Context: an optimization exercise on an open-source flow, tuned for a short achievable clock period and few clock cycles. The choices shown serve that exercise and are no tape-out recipe. The RTL of this run was laid out without a check of its function. Power and IR drop assume default switching activity.

$ cat design/flow/run.sh
#!/bin/bash
# synth_recipe.tcl (not shown) runs the flow's synth.tcl, then flattens the netlist and writes it again
# the make line also repeats each setting of config.mk as NAME=value (left out here)
make -C /OpenROAD-flow-scripts/flow DESIGN_CONFIG=/design/flow/config.mk WORK_HOME=/design/flow/orfs CLKGATE_MAP_FILE= SYNTH_SCRIPT=/design/flow/synth_recipe.tcl finish
$ cat design/flow/config.mk
export PLATFORM = sky130hd
export DESIGN_NAME = lc2k_core
export DESIGN_NICKNAME = lc2k_core
export VERILOG_FILES = /design/flow/design.v
export SDC_FILE = /design/flow/constraint.sdc
export NUM_CORES = 4
export LEC_CHECK = 0
export ABC_CLOCK_PERIOD_IN_PS = 2500
export CAP_MARGIN = 20
export CORE_MARGIN = 2
export CORE_UTILIZATION = 40
export PLACE_DENSITY = 0.6
export SETUP_SLACK_MARGIN = 3.5
export SLEW_MARGIN = 20
export TNS_END_PERCENT = 100
$ cat design/flow/constraint.sdc
create_clock -name core_clock -period 6.0 [get_ports {clk}]
set_input_delay 1.2000 -clock core_clock [delete_from_list [all_inputs] [get_ports {clk}]]
set_output_delay 1.2000 -clock core_clock [all_outputs]
set_load 0.01 [all_outputs]
$ cat design/flow/design.v
module lc2k_core (
    input  wire        clk,
    input  wire        rst,           
    output wire [15:0] imem_addr,
    input  wire [31:0] imem_rdata,
    output wire [15:0] dmem_addr,
    input  wire [31:0] dmem_rdata,
    output wire        dmem_we,
    output wire [31:0] dmem_wdata,
    output wire        halted
);
    localparam integer NT = 8;        
    reg [31:0] regs [0:7];
    reg [15:0] pc;
    reg [15:0] last_pc;               
    reg        last_seq;              
    reg [NT-1:0] t_v;
    reg [15:0]   t_tag [0:NT-1];      
    reg [15:0]   t_tgt [0:NT-1];      
    reg [2:0]    t_ptr;
    reg        d_valid;
    reg [31:0] d_instr;
    reg [15:0] d_pc1;
    reg        e_lw, e_sw, e_beq, e_halt, e_wr;
    reg [2:0]  e_rd;
    reg [31:0] e_a, e_b, e_sd;
    reg [15:0] e_target;
    reg        s_ab, s_mb, s_am, s_lb, s_al, s_mm, s_ll, s_nor;
    reg        n_ma, n_la, n_mb, n_lb;   
    reg        e_fsa, e_fsl;             
    reg        m_lw, m_sw, m_wr;
    reg [2:0]  m_rd;
    reg [31:0] m_alu, m_sd;
    reg        halt_r;
    assign halted = halt_r;
    assign imem_addr = pc;
    wire [15:0] pc1 = pc + 16'd1;
    wire        f_beq_same = (imem_rdata[31:22] == 10'b0000000100) &&
                             (imem_rdata[21:19] == imem_rdata[18:16]);
    wire [15:0] f_target   = pc1 + imem_rdata[15:0];
    reg        t_hit;
    reg [15:0] t_hit_tgt;
    integer j;
    always @(*) begin
        t_hit = 1'b0;
        t_hit_tgt = 16'd0;
        for (j = 0; j < NT; j = j + 1)
            if (t_v[j] && t_tag[j] == pc) begin
                t_hit = 1'b1;
                t_hit_tgt = t_hit_tgt | t_tgt[j];
            end
    end
    wire       d_ok  = d_valid && (d_instr[31:25] == 7'd0);
    wire [2:0] d_opc = d_instr[24:22];
    wire       d_add = d_ok && d_opc == 3'd0;
    wire       d_nor = d_ok && d_opc == 3'd1;
    wire       d_lw  = d_ok && d_opc == 3'd2;
    wire       d_sw  = d_ok && d_opc == 3'd3;
    wire       d_beq = d_ok && d_opc == 3'd4;
    wire       d_hlt = d_ok && d_opc == 3'd6;
    wire [2:0] d_ra  = d_instr[21:19];
    wire [2:0] d_rb  = d_instr[18:16];
    wire [2:0] d_rd  = d_lw ? d_rb : d_instr[2:0];
    wire       d_wr  = d_add || d_nor || d_lw;
    wire       d_useb = d_add || d_nor || d_beq;
    wire [31:0] d_off = {{16{d_instr[15]}}, d_instr[15:0]};
    wire       fa = e_wr && e_rd == d_ra;
    wire       fb = e_wr && e_rd == d_rb && d_useb;
    wire [31:0] m_res = m_lw ? dmem_rdata : m_alu;
    wire [31:0] d_va  = (m_wr && m_rd == d_ra) ? m_res : regs[d_ra];
    wire [31:0] d_vb  = (m_wr && m_rd == d_rb) ? m_res : regs[d_rb];
    wire [31:0] ld = dmem_rdata;
    wire [31:0] sum_ab = e_a + e_b;
    wire [31:0] sum_mb = m_alu + e_b;
    wire [31:0] sum_am = e_a + m_alu;
    wire [31:0] sum_lb = ld + e_b;
    wire [31:0] sum_al = e_a + ld;
    wire [31:0] nor_a = n_ma ? m_alu : n_la ? ld : e_a;
    wire [31:0] nor_b = n_mb ? m_alu : n_lb ? ld : e_b;
    wire [31:0] e_res = ({32{s_ab}}  & sum_ab) |
                        ({32{s_mb}}  & sum_mb) |
                        ({32{s_am}}  & sum_am) |
                        ({32{s_lb}}  & sum_lb) |
                        ({32{s_al}}  & sum_al) |
                        ({32{s_mm}}  & {m_alu[30:0], 1'b0}) |
                        ({32{s_ll}}  & {ld[30:0], 1'b0}) |
                        ({32{s_nor}} & ~(nor_a | nor_b));
    wire e_eq = (s_ab && e_a == e_b) ||
                (s_mb && m_alu == e_b) ||
                (s_am && e_a == m_alu) ||
                (s_lb && ld == e_b) ||
                (s_al && e_a == ld);
    wire e_taken = e_beq && e_eq;
    wire [31:0] e_sdata = e_fsl ? ld : (e_fsa ? m_alu : e_sd);
    assign dmem_addr  = m_alu[15:0];
    assign dmem_wdata = m_sd;
    assign dmem_we    = m_sw;
    integer i;
    always @(posedge clk) begin
        if (rst) begin
            for (i = 0; i < 8; i = i + 1)
                regs[i] <= 32'd0;
            pc       <= 16'd0;
            last_seq <= 1'b0;
            t_v      <= {NT{1'b0}};
            t_ptr    <= 3'd0;
            d_valid  <= 1'b0;
            e_lw <= 1'b0; e_sw <= 1'b0; e_beq <= 1'b0; e_halt <= 1'b0; e_wr <= 1'b0;
            m_lw <= 1'b0; m_sw <= 1'b0; m_wr <= 1'b0;
            halt_r   <= 1'b0;
        end else begin
            if (m_wr)
                regs[m_rd] <= m_res;
            m_lw  <= e_lw;
            m_sw  <= e_sw && !halt_r;
            m_wr  <= e_wr;
            m_rd  <= e_rd;
            m_alu <= e_res;
            m_sd  <= e_sdata;
            halt_r <= halt_r || e_halt;
            e_a      <= d_va;
            e_b      <= (d_lw || d_sw) ? d_off : d_vb;
            e_sd     <= d_vb;
            e_rd     <= d_rd;
            e_target <= d_pc1 + d_instr[15:0];
            s_nor    <= d_nor;
            s_ab     <= !d_nor && !fa && !fb;
            s_mb     <= !d_nor &&  fa && !fb && !e_lw;
            s_am     <= !d_nor && !fa &&  fb && !e_lw;
            s_lb     <= !d_nor &&  fa && !fb &&  e_lw;
            s_al     <= !d_nor && !fa &&  fb &&  e_lw;
            s_mm     <= !d_nor &&  fa &&  fb && !e_lw;
            s_ll     <= !d_nor &&  fa &&  fb &&  e_lw;
            n_ma     <= fa && !e_lw;
            n_la     <= fa &&  e_lw;
            n_mb     <= fb && !e_lw;
            n_lb     <= fb &&  e_lw;
            e_fsa    <= e_wr && e_rd == d_rb && !e_lw;
            e_fsl    <= e_wr && e_rd == d_rb &&  e_lw;
            if (e_taken) begin
                e_lw <= 1'b0; e_sw <= 1'b0; e_beq <= 1'b0; e_halt <= 1'b0; e_wr <= 1'b0;
            end else begin
                e_lw <= d_lw; e_sw <= d_sw; e_beq <= d_beq; e_halt <= d_hlt; e_wr <= d_wr;
            end
            d_instr <= imem_rdata;
            d_pc1   <= pc1;
            last_pc <= pc;
            if (!t_hit && f_beq_same && last_seq) begin
                t_v[t_ptr]   <= 1'b1;
                t_tag[t_ptr] <= last_pc;
                t_tgt[t_ptr] <= f_target;
                t_ptr        <= (t_ptr == NT - 1) ? 3'd0 : t_ptr + 3'd1;
            end
            if (e_taken) begin
                d_valid  <= 1'b0;
                pc       <= e_target;
                last_seq <= 1'b0;
            end else begin
                d_valid <= !f_beq_same;
                if (t_hit) begin
                    pc       <= t_hit_tgt;
                    last_seq <= 1'b0;
                end else if (f_beq_same) begin
                    pc       <= f_target;
                    last_seq <= 1'b0;
                end else begin
                    pc       <= pc1;
                    last_seq <= 1'b1;
                end
            end
        end
    end
endmodule
==> run summary <==
## worst reg2reg max path, delay by kind of cell (launching register included)
| family | cells | cell delay [ns] |
|---|---|---|
| AOI/OAI and AO/OA | 9 | 2.15 |
| adders and majority gates | 2 | 0.67 |
| DFF | 1 | 0.51 |
## worst max-delay path by stage
stage,end,slack [ns]
final,m_alu[28],2.41
after global routing,m_alu[28],2.40
after CTS,m_alu[28],2.41
after detailed placement,m_alu[28],1.11
after global placement,m_alu[28],1.08
after floorplan,t_tag[4][0],2.07
## registers in the layout, indices dropped and copies added, names as in the netlist, 3 cells and up, named ones only
signal	flops
regs	256
t_tag	128
t_tgt	128
d_instr	32
e_a	32
e_b	32
e_sd	32
m_alu	32
m_sd	32
d_pc1	16
e_target	16
last_pc	16
pc	16
t_v	8
e_rd	3
m_rd	3
t_ptr	3
## layer usage
layer  global-route usage  part of all wire  vias to the layer above
li1                     -                 -                    16600
met3               0.0475             0.093                      547
met1                0.385              0.38                    19400
met2                0.472              0.46                     2325
met4                0.170             0.067                        4
met5                    0           0.00095                        -
## cells in the mapped netlist, drive strengths merged (9+ instances only)
library cell and number:
and3 30, a221oi 43, mux4 128, o31ai 11, a22oi 79, a21o 68, or2 15, o21a 24
xor2 76, edfxtp 772, nor3 52, o211ai 48, a21oi 212, ha 191, clkbuf 158, a31oi 23
nand2b 26, buf 94, o2111ai 11, nand2 239, and2 15, o21ai 151, dfxtp 41, nand3 68
a2111oi 11, nor4 63, a22o 12, or3 21, xnor2 228, a211oi 72, o221ai 26, nor2b 50
inv 62, mux2i 206, nor2 428, o21bai 16, a21boi 21, mux2 40, o211a 9, nand4 60
## logic make-up (layout without fill, tap and decap cells)
logic type,after synthesis,after routing,share of synthesized area
simple gates,1104,1113,0.110
compound gates,900,900,0.132
flops,813,813,0.506
mux,374,374,0.114
buf+inv,316,928,0.0283
xor+xnor,305,305,0.0566
fa+ha+maj,198,198,0.0533
other cells,0,2,0
## repair_timing
action                                   CTS  global route
gates cloned                              26             4
gates resized for setup                 1063           329
endpoints found under the setup margin   935           592
pin swaps                                220           191
buffers inserted                         330           120
## power breakdown
part	switching, mW	internal (mW)
logic	2.68	2.01
registers	0.276	6.50
clock network	2.51	3.05
## per-stage QoR
| stage | instances | utilization | hold WS (ns) | area (sq um) |
|---|---|---|---|---|
| 2_1_floorplan | 4010 | - | 0.411 | 48100 |
| 3_3_place_gp | 5517 | 0.432 | 0.452 | 50900 |
| 4_1_cts | 6043 | 0.510 | 0.454 | 60000 |
| 5_1_grt | 6167 | 0.531 | 0.488 | 62500 |
| 6_report | 6169 | 0.531 | 0.453 | 62600 |
| 3_5_place_dp | 5519 | 0.432 | 0.456 | 50900 |
## cell type report
cell class | instances | area share
Clock buffer | 106 | 0.0373
Timing Repair inverter | 1 | 0.000140
Timing Repair Buffer | 695 | 0.113
Inverter | 64 | 0.00416
Sequential cell | 813 | 0.385
Clock inverter | 62 | 0.00976
Antenna cell | 2 | 0.0000800
Tap cell | 1536 | 0.0307
Multi-Input combinational cell | 2890 | 0.420
==> metrics.md <==
| Metric | Value |
|---|---|
| Peak VDD IR | 0.236 mV |
| # fillers | 9,816 |
| Top Family by Delay on Critical Path | compound AO/OA/AOI/OAI gates |
| Commonest non-fill, non-tap cell in the layout | edfxtp_1 |
| Worst path cell trace | ha_2 > fa_2 > a21oi_4 > o2111ai_2 > a21oi_2 > a211oi_2 > o2111ai_4 > a21boi_2 > o2111ai_1 > o31ai_1 > a2111o_1 |
| EDFF count, synth | 772 |
| Worst setup path start | e_b[0] |
| CTS Root Cell | clkbuf_16 |
| GP Congestion | 0.986 |
| RSZ-0062 raised after global routing | yes |
| TritonCTS clock tree | yes |
| Final setup vio count | 0 |
| Congestion Overflow GR | 0 |
| Initial core utilization | 0.403 |
| Share of layout cells above drive strength 1 | 0.331 |
| Routed WL | 187 mm |
| Hold Path Origin | e_halt |
| Area of the multi-input gates | 26,300 sq um |
| Synth Warn # | 1 |
| Syn Inst Count | 4,010 |
| # H-tree levels | 3 |
| Die span in y | 348 um |
| Reg2reg start | e_b[0] |
| Worst rel slew slack | 0.288 |
| Pwr Total | 17.0 mW |
| Setup CP Type | reg2reg |
| Status | no timing/DRC/antenna violations |
| PwrDens | 272 nW/um^2 |
| WP data arrival | 4.01 ns |
| Vias in the first global route | 37,100 |
| Worst Path Required | 6.42 ns |
| Die ar. | 121,000 sq um |
| Flops & latches, synth | 813 |
| Initial drt markers | 4,931 |
| CP bufs+invs | 0 |
| Fin Setup TNS | 0 ns |
| DRC viols | 0 |
| Synth top area share | 0.489 |
| Worst reg-to-reg setup slack | 2.41 ns |
| Final WS setup | 2.41 ns |
| I/O pin cnt | 132 |
| Routed len/inst | 30.3 um |
| Max Fclk | 279 MHz |
| DPL Wire Length | 116 mm |
| Slowest cell delay on critical path | 0.51 ns |
| Unique masters post-synth | 99 |
| Worst Skew | 0.0591 ns |
| Largest net degree at the start of global routing | 70 |
| Cts hold-fix bufs | 0 |
| Hold Vio Cnt, Final | 0 |
| Slew @ Worst Pin | 1.07 ns |
| Crit end category | register |
| GRT Total Usage | 0.297 |
| Register area share after synthesis | 0.506 |
| Core footprint | 118,000 sq um |
| Die Wd | 348 um |
| Post-layout minimum cycle time | 3.59 ns |
| CP Depth | 11 |
| Startpoint types | register |
| Synth Flop Type | edfxtp_1 |
| Netlist Area Pre-Place | 47,400 sq um |
| Reg-to-Reg End | m_alu[28] |
| First-pass GRT wire length | 261 mm |
| Initial antenna violation count | 7 |
| Port Buffers | 131 |
| Worst reg2reg path depth | 11 |
| FP Rows | 126 |
| Clock sinks | 813 |
| Hold endpoint | halt_r |
| Commonest cells after routing, fill and taps aside | 772 x edfxtp_1, 404 x nor2_1, 339 x buf_4, 219 x nand2_1, 184 x xnor2_1 |
| Syn nets | 4,274 |
| Nets@finish | 4,820 |
| Yosys top cell by area | edfxtp_1 |
| Final period utilization | 0.598 |
| Final antenna-violating net count | 0 |
| Hold depth | 2 |
| Avg Cell Area, Syn | 11.8 sq um |
| Max-slew violations | 0 |
| Slowest CP cell | edfxtp_1 |
| CTS Buffer Depth | 3 |
| Vias | 38,900 |
| Post-synth ARST share | 0 |
| Cts bufs inserted | 91 |
| Top post-synthesis cells by area | edfxtp_1 49%, mux4_2 6.1%, ha_1 5.0%, mux2i_1 4.3%, xnor2_1 4.2% |
| FF+latch area | 24,100 sq um |
| Tightest Hold Check Type | reg2reg |
| Leakage | 23.3 nW |
| Area delta synth->final | 31.9% |
| Worst-Skew Late Latency | 0.72 ns |
| CTS clk-pin slew, worst paths | 0.06 ns |
| DRT Pass-1 Iters | 7 |
| Post-Place Worst Slack | 1.11 ns |
| Via-per-instance ratio | 6.31 |
| Max FO, Critical Path | 5 |
| Max_cap viols | 0 |

==> port drivers added, routing unchanged <==
Ports are ideal in the flow. The routed layout listed here was re-timed in OpenROAD. Step 1, drivers: a clkbuf_16 drives clk and a buf_2 each remaining input, both assumed. Step 2, shift: input delay + t, output delay - t, t = (earliest + latest rising clock arrival at the registers) / 2. This alone moves slack from input paths to output paths. Slacks: ideal / step 1 / step 2; pairs: ideal / step 1.
t, ns: 0.771
setup slack, ns: 2.415 / 2.415 / 1.803
clock arrival spread, ns: 0.060 / 0.060
After both steps this run still meets setup and hold. The setup slack of this run moves by 0.000 ns with the drivers and by -0.612 ns with both steps.
